Background: an optimization exercise with open tools, aiming at small area. Do not read the settings as production practice. In this exercise RTL edits were held to simulation tests only and were not proved equivalent to the original. Power is estimated from default activity; no workload was simulated.

==> design.v <==
module grabber_codec (
    input  wire [27:0] word,
    output wire [23:0] data,
    output wire        spare,
    output wire        lval,
    output wire        fval,
    output wire        dval
);
    assign data[0]  = word[0];
    assign data[1]  = word[1];
    assign data[2]  = word[2];
    assign data[3]  = word[3];
    assign data[4]  = word[4];
    assign data[5]  = word[6];
    assign data[6]  = word[27];
    assign data[7]  = word[5];
    assign data[8]  = word[7];
    assign data[9]  = word[8];
    assign data[10] = word[9];
    assign data[11] = word[12];
    assign data[12] = word[13];
    assign data[13] = word[14];
    assign data[14] = word[10];
    assign data[15] = word[11];
    assign data[16] = word[15];
    assign data[17] = word[18];
    assign data[18] = word[19];
    assign data[19] = word[20];
    assign data[20] = word[21];
    assign data[21] = word[22];
    assign data[22] = word[16];
    assign data[23] = word[17];
    assign spare = word[23];
    assign lval  = word[24];
    assign fval  = word[25];
    assign dval  = word[26];
endmodule
module grabber_parser #(
    parameter W = 10
) (
    input  wire         clk,
    input  wire         rst,
    input  wire [27:0]  word,
    output wire [W-1:0] s_x,
    output wire [W-1:0] s_y,
    output wire [9:0]   s_val1,
    output wire         s_stb1,
    output wire         s_eof
);
    wire [23:0] data;
    wire        spare, lval, fval, dval;
    grabber_codec u_codec (
        .word (word),
        .data (data),
        .spare(spare),
        .lval (lval),
        .fval (fval),
        .dval (dval)
    );
    reg [W-1:0] x;
    reg [W-1:0] y;
    reg         last_lval;
    reg         last_fval;
    reg         stb1;
    reg [9:0]   val1;
    assign s_x    = x;
    assign s_y    = y;
    assign s_val1 = val1;
    assign s_stb1 = stb1;
    assign s_eof  = ~fval;
    always @(posedge clk) begin
        if (rst) begin
            x         <= {W{1'b0}};
            y         <= {W{1'b0}};
            last_lval <= 1'b0;
            last_fval <= 1'b0;
            stb1      <= 1'b0;
        end else begin
            if (lval)
                x <= x + 1'b1;
            else
                x <= {W{1'b0}};
            if (!fval)
                y <= {W{1'b0}};
            else if (!lval && last_lval && last_fval)
                y <= y + 1'b1;
            last_lval <= lval;
            last_fval <= fval;
            stb1      <= dval;
        end
    end
    always @(posedge clk)
        val1 <= {2'b00, data[7:0]} + {2'b00, data[15:8]} + {2'b00, data[23:16]};
endmodule
module grabber_roi_engine #(
    parameter W     = 10,
    parameter SHIFT = 0,
    parameter SUM_W = 30
) (
    input  wire             clk,
    input  wire             rst,
    input  wire [W-1:0]     s_x,
    input  wire [W-1:0]     s_y,
    input  wire [9:0]       s_val1,
    input  wire             s_stb1,
    input  wire             s_eof,
    input  wire             ack,
    input  wire             we,
    input  wire [1:0]       sel,
    input  wire [W-1:0]     wval,
    output wire [SUM_W-1:0] sum,
    output wire             out_strobe
);
    localparam PV_W = 10 - SHIFT;
    localparam HI_W = SUM_W - PV_W;
    localparam BLK  = 5;
    reg [W-1:0]    x0, x1, y0, y1;
    reg            x_good, y_good;
    reg [PV_W-1:0] lo;
    reg            cp;
    reg [HI_W-1:0] hi;
    reg            done;
    reg            ostb;
    assign out_strobe = ostb;
    wire [W-1:0] wv  = rst ? {W{1'b0}} : wval;
    wire         wx0 = rst | (we & (sel == 2'd0));
    wire         wx1 = rst | (we & (sel == 2'd1));
    wire         wy0 = rst | (we & (sel == 2'd2));
    wire         wy1 = rst | (we & (sel == 2'd3));
    always @(posedge clk) begin
        if (wx0) x0 <= wv;
        if (wx1) x1 <= wv;
        if (wy0) y0 <= wv;
        if (wy1) y1 <= wv;
    end
    wire xg = (s_x != x1) & ((s_x == x0) | x_good);
    wire yg = (s_y != y1) & ((s_y == y0) | y_good);
    wire add = x_good & y_good & s_stb1;
    wire clr = ostb & ack;
    wire zap = rst | clr;
    wire [PV_W-1:0] g = s_val1[9:SHIFT] & {PV_W{add}};
    wire [PV_W:0]   lc;
    wire [PV_W-1:0] ls;
    assign lc[0] = 1'b0;
    wire [HI_W:0]   hc;
    wire [HI_W-1:0] hs;
    assign hc[0] = cp;
    genvar i;
    generate
        for (i = 0; i < PV_W; i = i + 1) begin : g_lo
            assign ls[i]   = lo[i] ^ g[i] ^ lc[i];
            assign lc[i+1] = (lo[i] & g[i]) | (lc[i] & (lo[i] ^ g[i]));
        end
        for (i = 0; i < HI_W; i = i + 1) begin : g_hi
            assign hs[i] = hi[i] ^ hc[i];
            if ((i + 1) % BLK == 0)
                assign hc[i+1] = hc[i+1-BLK] & (&hi[i:i+1-BLK]);
            else
                assign hc[i+1] = hc[i] & hi[i];
        end
    endgenerate
    assign sum = {hs, lo};
    always @(posedge clk) begin
        if (zap) begin
            lo <= {PV_W{1'b0}};
            cp <= 1'b0;
            hi <= {HI_W{1'b0}};
        end else begin
            lo <= ls;
            cp <= lc[PV_W];
            hi <= hs;
        end
    end
    always @(posedge clk) begin
        if (rst) begin
            x_good <= 1'b0;
            y_good <= 1'b0;
            done   <= 1'b0;
            ostb   <= 1'b0;
        end else begin
            x_good <= xg;
            y_good <= yg;
            if (clr) begin
                done <= 1'b0;
                ostb <= 1'b0;
            end else begin
                done <= done | add;
                ostb <= ostb | (done & s_eof);
            end
        end
    end
endmodule
module grabber (
    input  wire                clk,
    input  wire                rst,
    input  wire [27:0]         word,
    input  wire [4*16-1:0]     hctl,
    input  wire [10*16-1:0]    hval,
    output wire [30*16-1:0]    sum_o,
    output wire [16-1:0]       out_strobe
);
    localparam N_ENG = 16;
    localparam W     = 10;
    localparam OUT_W = 30;
    wire [W-1:0] s_x, s_y;
    wire [9:0]   s_val1;
    wire         s_stb1, s_eof;
    grabber_parser #(.W(W)) u_parser (
        .clk   (clk),
        .rst   (rst),
        .word  (word),
        .s_x   (s_x),
        .s_y   (s_y),
        .s_val1(s_val1),
        .s_stb1(s_stb1),
        .s_eof (s_eof)
    );
    genvar k;
    generate
        for (k = 0; k < N_ENG; k = k + 1) begin : g_eng
            localparam SHIFT = k / 4;
            localparam SUM_W = OUT_W - SHIFT;
            wire [SUM_W-1:0] sum_k;
            grabber_roi_engine #(.W(W), .SHIFT(SHIFT), .SUM_W(SUM_W)) u_eng (
                .clk       (clk),
                .rst       (rst),
                .s_x       (s_x),
                .s_y       (s_y),
                .s_val1    (s_val1),
                .s_stb1    (s_stb1),
                .s_eof     (s_eof),
                .ack       (hctl[4*k+3]),
                .we        (hctl[4*k+2]),
                .sel       (hctl[4*k+1:4*k]),
                .wval      (hval[W*k +: W]),
                .sum       (sum_k),
                .out_strobe(out_strobe[k])
            );
            assign sum_o[OUT_W*k +: OUT_W] = {{SHIFT{1'b0}}, sum_k};
        end
    endgenerate
endmodule
==> flow/run.sh <==
#!/bin/bash
# Standard layout, with small port buffers and a clock tree without dummy loads.
set -euo pipefail
bash standard.sh \
  "BUFFER_PORTS_ARGS=-buffer_cell sky130_fd_sc_hd__buf_1" \
  "CTS_ARGS=-sink_clustering_enable -repair_clock_nets -dont_use_dummy_load -buf_list sky130_fd_sc_hd__clkbuf_8 -sink_clustering_size 20 -sink_clustering_max_diameter 55" \
  finish > flow_make.log 2>&1
==> standard.sh <==
#!/bin/bash
# synth_recipe.tcl (not shown) runs the flow's synth.tcl, then flattens the netlist and writes it again
# the make line also repeats each setting of config.mk as NAME=value (left out here)
make -C /OpenROAD-flow-scripts/flow DESIGN_CONFIG=/design/flow/config.mk WORK_HOME=/design/flow/orfs CLKGATE_MAP_FILE= SYNTH_SCRIPT=/design/flow/synth_recipe.tcl "${@:-finish}"
==> config.mk <==
export PLATFORM = sky130hd
export DESIGN_NAME = grabber
export DESIGN_NICKNAME = grabber
export VERILOG_FILES = /design/flow/design.v
export SDC_FILE = /design/flow/constraint.sdc
export NUM_CORES = 4
export LEC_CHECK = 0
export CAP_MARGIN = 0
export CORE_MARGIN = 2
export CORE_UTILIZATION = 44
export PLACE_DENSITY = 0.6
export SLEW_MARGIN = 0
==> constraint.sdc <==
create_clock -name core_clock -period 5.0 [get_ports {clk}]
set_input_delay 1.0000 -clock core_clock [delete_from_list [all_inputs] [get_ports {clk}]]
set_output_delay 1.0000 -clock core_clock [all_outputs]
set_load 0.01 [all_outputs]
==> notes.md, run 1 <==
Die W approximately 350 um; FF+latch count, synth 1209; Final Skew 0.0961 ns; Hold Path Sink g_eng[14].u_eng.done; routability cong. 0.800; outcome timing/DRC/antenna clean; die area ~0.12 mm2; endpoints failing setup 0; Mean Syn Cell Area about 13 um2; final cell count without fillers roughly 6400; CP cell instances and3_1 -> and2_1 -> ha_1 -> inv_1 -> fa_1 -> fa_1 -> inv_1 -> fa_1 -> fa_1 -> fa_1 -> fa_1 -> inv_1 -> fa_1 -> inv_1 -> fa_1 -> inv_1 -> fa_1 -> nor2_1; Total Power approximately 18 mW; DRT iter0 DRCs about 1800; layout cells sized above 1 under 10%; worst r2r path cells 18; Crit Reg-Reg Startpoint u_parser.stb1; CTS Hold Bufs 0; CTS tree yes; Peak VDD IR slightly below 0.0002 V; I/O pin cnt 750; CP Class reg2reg; Req. time, crit path 5.65 ns; core area approximately 0.12 mm2; pin count of the biggest net entering global routing 91; uppermost layer routed met5; Tmin final about 4.7 ns; DRT met1 WL between 60000 and 70000 um; final wirelength approximately 140000 um; post-synthesis cell count 4074; Min-Delay Path Class reg2reg; P per Cell Area a little over 300 mW/mm2; Initial Utilization approximately 44%; global route overflow 0; first-pass GRT wire length approximately 210000 um; max cap viols 0; Synth-to-Final Area Change 10.7%; post-synthesis sequential area ratio roughly 58%; Tcrit/Tclk final 93.5%; worst-skew pair later-pin latency ~0.81 ns; worst r2r dst g_eng[0].u_eng.lo[9]; vias post-DR 32100; FFs w/ async S/R, synth 0%; CP peak stage delay 0.47 ns; CP dominant cell by count fa_1; highest-delay cell along the critical path dfxtp_2; Final ANT Viol Nets 0; endpoints failing hold 0; met2 wire len approximately 70000 um; drt first pass iters 5; total routing usage reported by global routing 22.8%; DIE HEIGHT 352 um; Slew headroom between 15 and 20%; Leak Pwr between 20 and 25 nW; Hold Path Depth 2; max frequency about 210 MHz; ys flop type edfxtp_1; Data arrival, critical path approximately 5.3 ns; warnings from Yosys 5; EDFF count, synth 640; distinct cell type count after synthesis 43; startpoint types flip-flop; reg-to-reg slack, setup roughly 0.33 ns; Final nets about 5500; Post-route DRC 0; initial antenna violation count 21; row count roughly 130; slew of the pin with the lowest slew margin between 1 and 1.5 ns; H-tree depth 3; clock buffer depth 3; Mapped Area roughly 0.053 mm2; number of port buffers about 720; Via density between 5 and 6; wire per inst around 22 um; DP Cell Count roughly 6300; # fillers around 11000; Crit. End Element flip-flop; max-slew violation count 0; RSZ-0062 raised after global routing false; clock root cell clkbuf_8; metal3 WL roughly 10000 um; hold path startpoint g_eng[14].u_eng.done; setup TNS 0 ns; crit path max fanout 9; CTS clock-pin slew for the worst setup and hold paths around 0.050 ns; clock sinks between 1000 and 1500; number of global-route vias before repair roughly 31000; Final HPWL DP roughly 110000 um; clock buffers created by TritonCTS roughly 120
through the flow:
stage | utilization [%] | hold WS [ns] | cell area, um2 | setup slack, ns
after floorplan | - | 0.441 | 53300 | 0.669
after global placement | 47.8 | 0.454 | 57300 | 0.0235
after detailed placement | 47.8 | 0.463 | 57300 | 0.00222
after CTS | 49.1 | 0.419 | 58900 | 0.246
after global routing | 49.1 | 0.437 | 58900 | 0.0832
final | 49.1 | 0.472 | 58900 | 0.325
per-layer routing:
metal | up-vias | global-route usage, %
li1 | 15200 | -
met1 | 15900 | 29.4
met2 | 879 | 38.8
met3 | 190 | 4.75
met4 | 6 | 6.46
met5 | - | 0
worst max-delay path: cells and delay by family (launching register included):
| kind | cells | cell delay (ns) |
|---|---|---|
| AND/OR/NAND/NOR | 3 | 0.58 |
| adder cells (fa/ha/maj) | 10 | 3.19 |
| flip-flops | 1 | 0.47 |
| buffers and inverters | 5 | 0.35 |
flip-flops by register name, indices dropped and copies added, names as in the netlist:
name,count
g_eng.u_eng.y1,160
u_parser.last_lval,1
u_parser.stb1,1
g_eng.u_eng.x_good,16
g_eng.u_eng.y_good,16
g_eng.u_eng.y0,160
u_parser.y,10
g_eng.u_eng.x1,160
g_eng.u_eng.done,16
u_parser.x,10
g_eng.u_eng.cp,16
g_eng.u_eng.hi,320
g_eng.u_eng.lo,136
u_parser.val1,10
u_parser.last_fval,1
g_eng.u_eng.x0,160
g_eng.u_eng.ostb,16
timing repair:
item / CTS / global route
endpoints found under the setup margin: 1 / 0
gates resized for setup: 1 / 0
setup buffers: 0 / 0
endpoints found under the hold margin: 0 / 0
kinds of logic after synthesis:
| group | synth area share (%) |
|---|---|
| simple gates | 13.6 |
| fa+ha+maj | 11.4 |
| other cells | 0.00705 |
| flops | 57.5 |
| xor+xnor | 12.0 |
| compound gates | 2.29 |
| buf+inv | 3.16 |
| mux | 0.0188 |
cells in the final DEF, fill, tap and decap left out, types with 2 or more instances in the layout:
master | netlist | layout
and4_1 | 35 | 35
and2_1 | 527 | 527
o21ai_0 | 7 | 7
nor4_1 | 96 | 96
a21oi_1 | 41 | 36
nand2_1 | 70 | 70
nand3_1 | 9 | 9
xnor2_1 | 332 | 332
nor3_1 | 35 | 35
and3_1 | 50 | 50
a31o_2 | 12 | 12
inv_1 | 101 | 101
conb_1 | 1 | 24
fa_1 | 122 | 122
a21o_1 | 19 | 19
buf_1 | 3 | 723
edfxtp_1 | 640 | 640
a21oi_2 | 0 | 5
buf_4 | 55 | 61
nand4_1 | 85 | 85
dfxtp_2 | 0 | 21
nand2b_1 | 18 | 18
ha_1 | 290 | 290
diode_2 | 0 | 10
clkbuf_8 | 0 | 118
nor2_1 | 138 | 138
o21bai_1 | 52 | 52
nor2b_1 | 162 | 162
or3_1 | 4 | 4
buf_12 | 0 | 2
a41oi_1 | 32 | 32
dfxtp_1 | 569 | 548
xor2_1 | 398 | 398
report_power, final:
part / internal (mW) / leakage (nW) / switching (mW)
logic: 0.494 / 12.4 / 0.749
clock network: 2.08 / 0.848 / 3.15
registers: 11.1 / 10.9 / 0.415
total: 13.6 / 24.1 / 4.32
worst max-delay path by stage:
| stage | startpoint | end | slack (ns) | depth (start not counted) |
|---|---|---|---|---|
| final | u_parser.stb1 | g_eng[0].u_eng.lo[9] | 0.33 | 18 |
| after global routing | u_parser.stb1 | g_eng[2].u_eng.lo[9] | 0.08 | 18 |
| after CTS | u_parser.stb1 | g_eng[0].u_eng.lo[9] | 0.25 | 18 |
| after detailed placement | u_parser.stb1 | g_eng[3].u_eng.lo[9] | 0.002 | 18 |
| after global placement | u_parser.stb1 | g_eng[11].u_eng.lo[7] | 0.02 | 12 |
| after floorplan | u_parser.stb1 | g_eng[2].u_eng.lo[9] | 0.67 | 19 |
cell usage after synthesis (3+ instances only):
cell / instances / area [um2]
and3_1: 50 / 313
buf_4: 55 / 413
a41oi_1: 32 / 280
dfxtp_1: 569 / 11400
o21ai_0: 7 / 35.0
nor3_1: 35 / 175
buf_1: 3 / 11.3
xor2_1: 398 / 3490
xnor2_1: 332 / 2910
buf_2: 41 / 205
clkbuf_1: 87 / 327
nor4_1: 96 / 601
nor2_1: 138 / 518
edfxtp_1: 640 / 19200
nand3_1: 9 / 45.0
ha_1: 290 / 3630
nor2b_1: 162 / 1010
or3_1: 4 / 25.0
inv_1: 101 / 379
a21o_1: 19 / 143
nand2b_1: 18 / 113
nand2_1: 70 / 263
buf_6: 31 / 349
and4_1: 35 / 307
o21bai_1: 52 / 390
nand4_1: 85 / 532
a31o_2: 12 / 105
fa_1: 122 / 2440
a21oi_1: 41 / 205
and2_1: 527 / 3300
cell type report:
class                           count  area (um2)  area share (%)
Inverter                          101         379           0.643
Timing Repair Buffer              787        3220            5.46
Antenna cell                       10        25.0          0.0425
Clock buffer                      118        1620            2.76
Multi-Input combinational cell   2570       21000            35.7
Sequential cell                  1209       30600            52.0
Tap cell                         1612        2020            3.42
==> run 2, diff against run 1 <==
--- a/config.mk
+++ b/config.mk
@@ -9,4 +9,4 @@
 export CORE_MARGIN = 2
-export CORE_UTILIZATION = 44
-export PLACE_DENSITY = 0.6
+export CORE_UTILIZATION = 38
+export PLACE_DENSITY = 0.55
 export SLEW_MARGIN = 0
==> notes.md, run 2 <==
delay-heaviest family, CP adder cells; endpoints failing hold 0; final cell count without fillers 6672; Tcrit/Tclk final 93.7%; max cap viols 0; # fillers between 10000 and 15000; H-tree depth 3; CTS tree yes; clock root cell clkbuf_8; clock buffers created by TritonCTS about 120; row count about 140; drt first pass iters 5; Slew headroom between 20% and 30%; DRT iter0 DRCs 1750; outcome timing/DRC/antenna clean; worst r2r path cells 18; warnings from Yosys 5; Synth-to-Final Area Change 11.4%; Tmin final about 4.7 ns; register with the most flip-flops g_eng.u_eng.hi; Via density 4.81; first-pass GRT wire length 216000 um; EDFF count, synth 640; RSZ-0062 raised after global routing false; CP dominant cell by count fa_1; startpoint types flip-flop; worst path bufs/invs 5; FF+latch count, synth roughly 1200; P per Cell Area around 300 mW/mm2; Total Power roughly 18 mW; post-synthesis cell count around 4000; Die W 378 um; worst r2r dst g_eng[1].u_eng.lo[9]; Crit Reg-Reg Startpoint u_parser.stb1; initial antenna violation count 18; clock buffer depth 3; CP Class reg2reg; Final Skew 0.133 ns; die area 0.143 mm2; WHS 0.436 ns; Post-route DRC 0; max frequency about 210 MHz; slew of the pin with the lowest slew margin around 1.2 ns; global route overflow 0; Hold Path Depth 2; setup TNS 0 ns; highest-delay cell along the critical path dfxtp_2; max-slew violation count 0; I/O pin cnt 750; Req. time, crit path approximately 5.7 ns; CP cell instances and3_1 -> and2_1 -> ha_1 -> inv_1 -> fa_1 -> fa_1 -> inv_1 -> fa_1 -> fa_1 -> fa_1 -> fa_1 -> inv_1 -> fa_1 -> inv_1 -> fa_1 -> inv_1 -> fa_1 -> nor2_1; vias post-DR around 32000; endpoints failing setup 0; wire per inst 22.6 um; Levels on crit path 18; Min-Delay Path Class reg2reg; clock sinks ~1200; worst-skew pair later-pin latency approximately 0.9 ns; Initial Utilization approximately two fifths; Final ANT Viol Nets 0; hold path startpoint g_eng[1].u_eng.done; Crit. End Element flip-flop; final wirelength roughly 150000 um; cell accounting for the most synthesized area edfxtp_1; number of port buffers roughly 720; ranking of synthesized cells by area edfxtp_1 (36%), dfxtp_1 (21%), ha_1 (6.8%); ys flop type edfxtp_1; Mapped Area roughly 0.053 mm2; CTS clock-pin slew for the worst setup and hold paths around 0.090 ns; most frequent cells in the layout buf_1 (723), edfxtp_1 (640), dfxtp_1 (548); reg-to-reg slack, setup 0.32 ns; commonest cells in the netlist edfxtp_1 (640), dfxtp_1 (569), and2_1 (527); Hold Path Sink g_eng[1].u_eng.ostb; DP Cell Count between 6000 and 7000; max reg flops between 300 and 400; Mean Syn Cell Area around 13 um2; routability cong. a little over 0.8; CP peak stage delay between 0.4 and 0.5 ns; most common cell after layout, fill and taps aside buf_1; Leak Pwr between 20 and 25 nW; pin count of the biggest net entering global routing between 70 and 80; core area approximately 0.14 mm2; distinct cell type count after synthesis between 40 and 50; Final nets 5450; post-synthesis sequential area ratio between 50% and 60%; DIE HEIGHT ~380 um; most common cell in the netlist edfxtp_1; crit path max fanout 8; number of global-route vias before repair about 32000; Yosys top cell area share approximately 36%; total routing usage reported by global routing between 20% and 30%; FFs w/ async S/R, synth 0%; Final HPWL DP ~110000 um; layout cells sized above 1 4.73%; Data arrival, critical path 5.43 ns; Peak VDD IR between 0.00015 and 0.0002 V
run 2: cell types whose count changed in the layout (fill, tap and decap cells not counted):
cell | previous run | this run
buf_4 | 61 | 56
diode_2 | 10 | 14
a21oi_1 | 36 | 33
a21oi_2 | 5 | 8
buf_12 | 2 | 3
clkbuf_8 | 118 | 119
run 2: logic make-up after synthesis:
logic type	after synthesis	synth area share, %
flip-flops	1209	57.5
AND/OR/NAND/NOR	1233	13.6
multiplexers	1	0.0188
other	1	0.00705
AO/OA/AOI/OAI	170	2.29
buffers and inverters	318	3.16
adder cells (fa/ha/maj)	412	11.4
XOR/XNOR	730	12.0
run 2: cell type report:
type	count	area [um2]	area share, %
Antenna cell	14	35.0	0.0591
Clock buffer	119	1640	2.76
Inverter	101	379	0.639
Multi-Input combinational cell	2570	21100	35.5
Sequential cell	1209	30600	51.7
Tap cell	1876	2350	3.96
Timing Repair Buffer	783	3200	5.40
run 2: worst max path at each step:
| stage | start | to | slack, ns |
|---|---|---|---|
| finish | u_parser.stb1 | g_eng[1].u_eng.lo[9] | 0.32 |
| global route | u_parser.stb1 | g_eng[0].u_eng.lo[9] | 0.06 |
| CTS | u_parser.stb1 | g_eng[3].u_eng.lo[9] | 0.1 |
| detailed placement | u_parser.stb1 | g_eng[11].u_eng.lo[7] | 0.09 |
| global placement | u_parser.stb1 | g_eng[3].u_eng.lo[9] | 0.17 |
| floorplan | u_parser.stb1 | g_eng[2].u_eng.lo[9] | 0.67 |
run 2: routing by layer:
metal  wire length (um)  part of all wire [%]  track usage, %  vias up
li1                   -                     -               -    15200
met1              62000                    41            25.6    15900
met2              74200                    49            35.9      813
met3              10900                   7.3            5.45      206
met4               3310                   2.2            4.92        8
met5                 55                 0.037               0        -
run 2: repair_timing:
action | CTS | global route
buffers inserted | 0 | 0
setup endpoints to repair | 0 | 4
gates resized for setup | 0 | 1
hold buffers | 0 | 0
run 2: power breakdown:
group          internal, mW  switching (mW)  total [mW]
Clock                  2.09            3.22        5.32
Combinational         0.501           0.819        1.32
Sequential             11.1           0.358        11.4
run 2: per-stage QoR:
stage	cell area [um2]	util [%]	setup WS [ns]
CTS	59300	42.6	0.0988
detailed placement	57600	41.4	0.0908
global placement	57600	41.4	0.173
finish	59300	42.6	0.316
global route	59300	42.6	0.0569
floorplan	53300	-	0.669
run 2: worst reg2reg max path, stage by stage, from the launching register on:
cell and delay, ns:
dfxtp_2 0.44, and3_1 0.34, and2_1 0.23, ha_1 0.18, inv_1 0.07, fa_1 0.20, fa_1 0.18, inv_1 0.05
fa_1 0.41, fa_1 0.43, fa_1 0.43, fa_1 0.39, inv_1 0.08, fa_1 0.16, inv_1 0.05, fa_1 0.37
inv_1 0.08, fa_1 0.41, nor2_1 0.10

[static timing again, ports no longer ideal]
Ports are ideal in the flow. The routed layouts listed here were re-timed in OpenROAD. Step 1 assumes that a clkbuf_16 drives the clock port and a buf_2 every other input. Step 2 also shifts input and output timing later by t, the mid clock arrival at the registers, as if the neighbouring blocks saw the same clock. Slacks: no drivers / after step 1 / after step 2; pairs: no drivers / after step 1.
run | t (ns) | setup WS [ns] | clock arrival spread, ns | cell pins on the clock port's net
run 1 | 0.835 | 0.325 / 0.325 / 0.325 | 0.100 / 0.100 | 1
run 2 | 0.900 | 0.316 / 0.316 / 0.316 | 0.139 / 0.139 | 1
After both steps every run listed still meets setup and hold.
